What follows belongs to an exercise in optimizing a design on an open flow for small area; a production flow would make more cautious choices.
The RTL was checked by simulation tests, not by an equivalence proof against the original design.
Power and IR drop assume default switching activity.

// dsce_pixel
module dsce_pixel (
    input  wire        clk,
    input  wire        rst,
    input  wire        in_valid,
    input  wire [31:0] v0,
    input  wire [31:0] v1,
    input  wire [31:0] v2,
    input  wire [31:0] v3,
    input  wire [3:0]  en,
    input  wire [3:0]  enc,
    input  wire [4:0]  bright,
    input  wire        big,
    output reg         out_valid,
    output wire [31:0] out_word
);
    wire [7:0] q0, q1, q2, q3;
    dsce_q8 u_q0 (.v(v0), .code(q0));
    dsce_q8 u_q1 (.v(v1), .code(q1));
    dsce_q8 u_q2 (.v(v2), .code(q2));
    dsce_q8 u_q3 (.v(v3), .code(q3));
    wire [28:0] w;
    assign w[7:0]   = en[0] ? q0 : 8'd0;
    assign w[15:8]  = en[1] ? q1 : 8'd0;
    assign w[23:16] = en[2] ? q2 : 8'd0;
    assign w[28:24] = ((en[3] & ~enc[3]) ? q3[4:0] : 5'd0) |
                      ((|(en & enc)) ? bright : 5'd0);
    reg [28:0] r_w;
    reg        r_big;
    always @(posedge clk) begin
        if (rst) out_valid <= 1'b0;
        else     out_valid <= in_valid;
        r_w   <= w;
        r_big <= big;
    end
    wire [31:0] fw = {3'b111, r_w};
    assign out_word = r_big ? {fw[7:0], fw[15:8], fw[23:16], fw[31:24]} : fw;
endmodule
Settings: LEC_CHECK=0, CAP_MARGIN=20, CORE_MARGIN=2, CORE_UTILIZATION=40, SLEW_MARGIN=20; clock period 12.0 ns.
standard.sh (not shown) runs the stock make flow with config.mk's settings and CLKGATE_MAP_FILE= SYNTH_SCRIPT=/design/flow/synth_recipe.tcl, a recipe that flattens the netlist after the stock synthesis.
==> flow/flow/run.sh <==
#!/bin/bash
# Layout flow: the standard layout (standard.sh), with two changes made
# through ORFS variables:
#  - synthesis maps with an area-oriented ABC script (flow/abc_area.script)
#    and leaves adders to ABC instead of mapping them to fa/ha cells;
#  - port buffers use the smallest buffer cell.
# Each step's full output goes to a log file in this folder.
set -euo pipefail
here=$(pwd)
rm -rf "$here/scripts_area"
cp -r "$FLOW_HOME/scripts" "$here/scripts_area"
cp "$here/flow/abc_area.script" "$here/scripts_area/abc_area.script"
bash standard.sh SCRIPTS_DIR="$here/scripts_area" ABC_AREA=1 ADDER_MAP_FILE= synth > "$here/synth.log" 2>&1
bash standard.sh "BUFFER_PORTS_ARGS=-buffer_cell sky130_fd_sc_hd__buf_1" finish > "$here/layout.log" 2>&1
==> flow/flow/abc_area.script <==
strash
dc2
dc2
dch -f
amap
topo
The first run completed with no timing, DRC or antenna violations.
Edit:
==> flow/run.sh (new file) <==
#!/bin/bash
# synth_recipe.tcl (not shown) runs the flow's synth.tcl, then flattens the netlist and writes it again
# the make line also repeats each setting of config.mk as NAME=value (left out here)
make -C /OpenROAD-flow-scripts/flow DESIGN_CONFIG=/design/flow/config.mk WORK_HOME=/design/flow/orfs CLKGATE_MAP_FILE= SYNTH_SCRIPT=/design/flow/synth_recipe.tcl finish
removed: flow/flow/run.sh
removed: flow/flow/abc_area.script
removed: flow/standard.sh
What happened:
- The changed run ran to the end with no violations
- routed wire length came out higher by 27%
- final area is higher by 45%
- clock-buffer cell count stays the same
- worst setup slack gets better by 0.23 ns
- area after synthesis rose by 42%
- synthesized cell count went up by 15%
- die area climbs by 40%
- total power came out higher by 46%
- core utilization rises by 0.61 points

========
== exp/ember ==
Another version of the RTL of dsce_pixel (not shown whole).
Size in the first run: about 1000 cells after synthesis, ~33 flip-flops, roughly 180 I/O pins, ~5600 µm² of cells after synthesis.
export LEC_CHECK = 0
export CAP_MARGIN = 20
export CORE_MARGIN = 2
export CORE_UTILIZATION = 40
export GPL_TIMING_DRIVEN = 0
export SLEW_MARGIN = 20
create_clock -name core_clock -period 12.0 [get_ports {clk}]
==> flow/flow/run.sh <==
#!/bin/bash
# Layout flow: the standard layout (standard.sh), with these changes made
# through ORFS variables:
#  - synthesis maps with an area-oriented ABC script (flow/abc_area.script)
#    and leaves adders to ABC instead of mapping them to fa/ha cells;
#  - port buffers use the smallest buffer cell;
#  - clock tree synthesis uses small clock buffers and no dummy loads.
# Each step's full output goes to a log file in this folder.
set -euo pipefail
here=$(pwd)
rm -rf "$here/scripts_area"
cp -r "$FLOW_HOME/scripts" "$here/scripts_area"
cp "$here/flow/abc_area.script" "$here/scripts_area/abc_area.script"
bash standard.sh SCRIPTS_DIR="$here/scripts_area" ABC_AREA=1 ADDER_MAP_FILE= synth > "$here/synth.log" 2>&1
bash standard.sh \
    "BUFFER_PORTS_ARGS=-buffer_cell sky130_fd_sc_hd__buf_1" \
    "CTS_ARGS=-sink_clustering_enable -repair_clock_nets -dont_use_dummy_load -buf_list sky130_fd_sc_hd__clkbuf_8" \
    finish > "$here/layout.log" 2>&1
==> flow/flow/abc_area.script <==
strash
drw
drf
dc2
dch -f
amap
topo
exp/ember: done, clean on timing, DRC and antenna
#### Input delta (exp/delta over exp/ember)
==> flow/flow/abc_area.script <==
strash
&get -n
&deepsyn -T 300
&dch -f
&nf -R 1000
&put
mfs3 -a -e -H 6 -R 3 -K 8
mfs3 -a -e -H 6 -R 3 -K 8 -r
topo
Notes after the runs:
Proportion of total power due to net switching down 5.0 points in exp/delta wrt exp/ember
Initial antenna violation count: exp/delta > exp/ember
Number of well taps sits lower in exp/delta than in exp/ember.
Edits applied to the flow inputs when going from exp/delta to exp/violet:
-- flow/flow/run.sh --
<<< exp/delta, line 17
    "CTS_ARGS=-sink_clustering_enable -repair_clock_nets -dont_use_dummy_load -buf_list sky130_fd_sc_hd__clkbuf_8" \
>>> exp/violet, line 17
    "CTS_ARGS=-sink_clustering_enable -repair_clock_nets -dont_use_dummy_load -sink_clustering_size 8 -buf_list sky130_fd_sc_hd__clkbuf_4" \
==> flow/flow/abc_area.script <==
strash
drw
drf
dc2
dch -f
amap
topo
==> comparison <==
First-iteration DRC count for exp/violet is higher than for exp/delta.
Adder and majority cell fraction of the synthesized area ends up lower on exp/violet.
Diff exp/violet and exp/delta: arrival time reported for the critical path endpoint lower in exp/delta
#### Input delta (exp/zinc over exp/violet)
-- flow/flow/run.sh --
<<< exp/violet, line 17
    "CTS_ARGS=-sink_clustering_enable -repair_clock_nets -dont_use_dummy_load -sink_clustering_size 8 -buf_list sky130_fd_sc_hd__clkbuf_4" \
>>> exp/zinc, line 17
    "CTS_ARGS=-sink_clustering_enable -repair_clock_nets -dont_use_dummy_load -buf_list sky130_fd_sc_hd__clkbuf_8" \
==> flow/flow/abc_area.script <==
strash
&get -n
&deepsyn -T 300
&put
dch -f
amap
topo
Of the two values seen for busiest layer in global routing, met1 was produced by exp/violet and met2 by exp/zinc. Delta (exp/zinc minus exp/violet): count of filler cells inserted in the layout moved down, initial antenna violation count now sits at about the same level, worst hold slack rose 0.11 ns.

-- re-timing with driven ports --
How much do the figures lean on ideal ports? The routed layouts below were timed once more, with nothing changed but the port constraints. Step 1 assumes that a clkbuf_16 drives the clock port and a buf_2 every other input. Step 2 moves the port delays by t, midway between the first and last clock arrival at a register: inputs arrive t later, outputs are due t later. That takes back most of the time a late clock gives input paths. Slacks: ideal ports / drivers / drivers and shift; pairs: ideal ports / drivers.
run	t, ns	setup WS [ns]	slew at the worst register clock pin (ns)
the first run of note 1	0.314	1.154 / 1.158 / 0.844	0.05 / 0.05
the second run of note 1	0.307	1.384 / 1.362 / 1.055	0.05 / 0.05
exp/ember	0.299	0.955 / 0.955 / 0.656	0.07 / 0.07
exp/delta	0.307	2.763 / 2.768 / 2.461	0.07 / 0.07
exp/violet	0.344	1.026 / 1.024 / 0.680	0.12 / 0.12
exp/zinc	0.298	2.122 / 2.117 / 1.819	0.06 / 0.06
After both steps setup and hold are still met in every run listed. For exp/violet, which loses most, drivers alone change the setup slack by -0.002 ns; drivers and shift together by -0.346 ns.
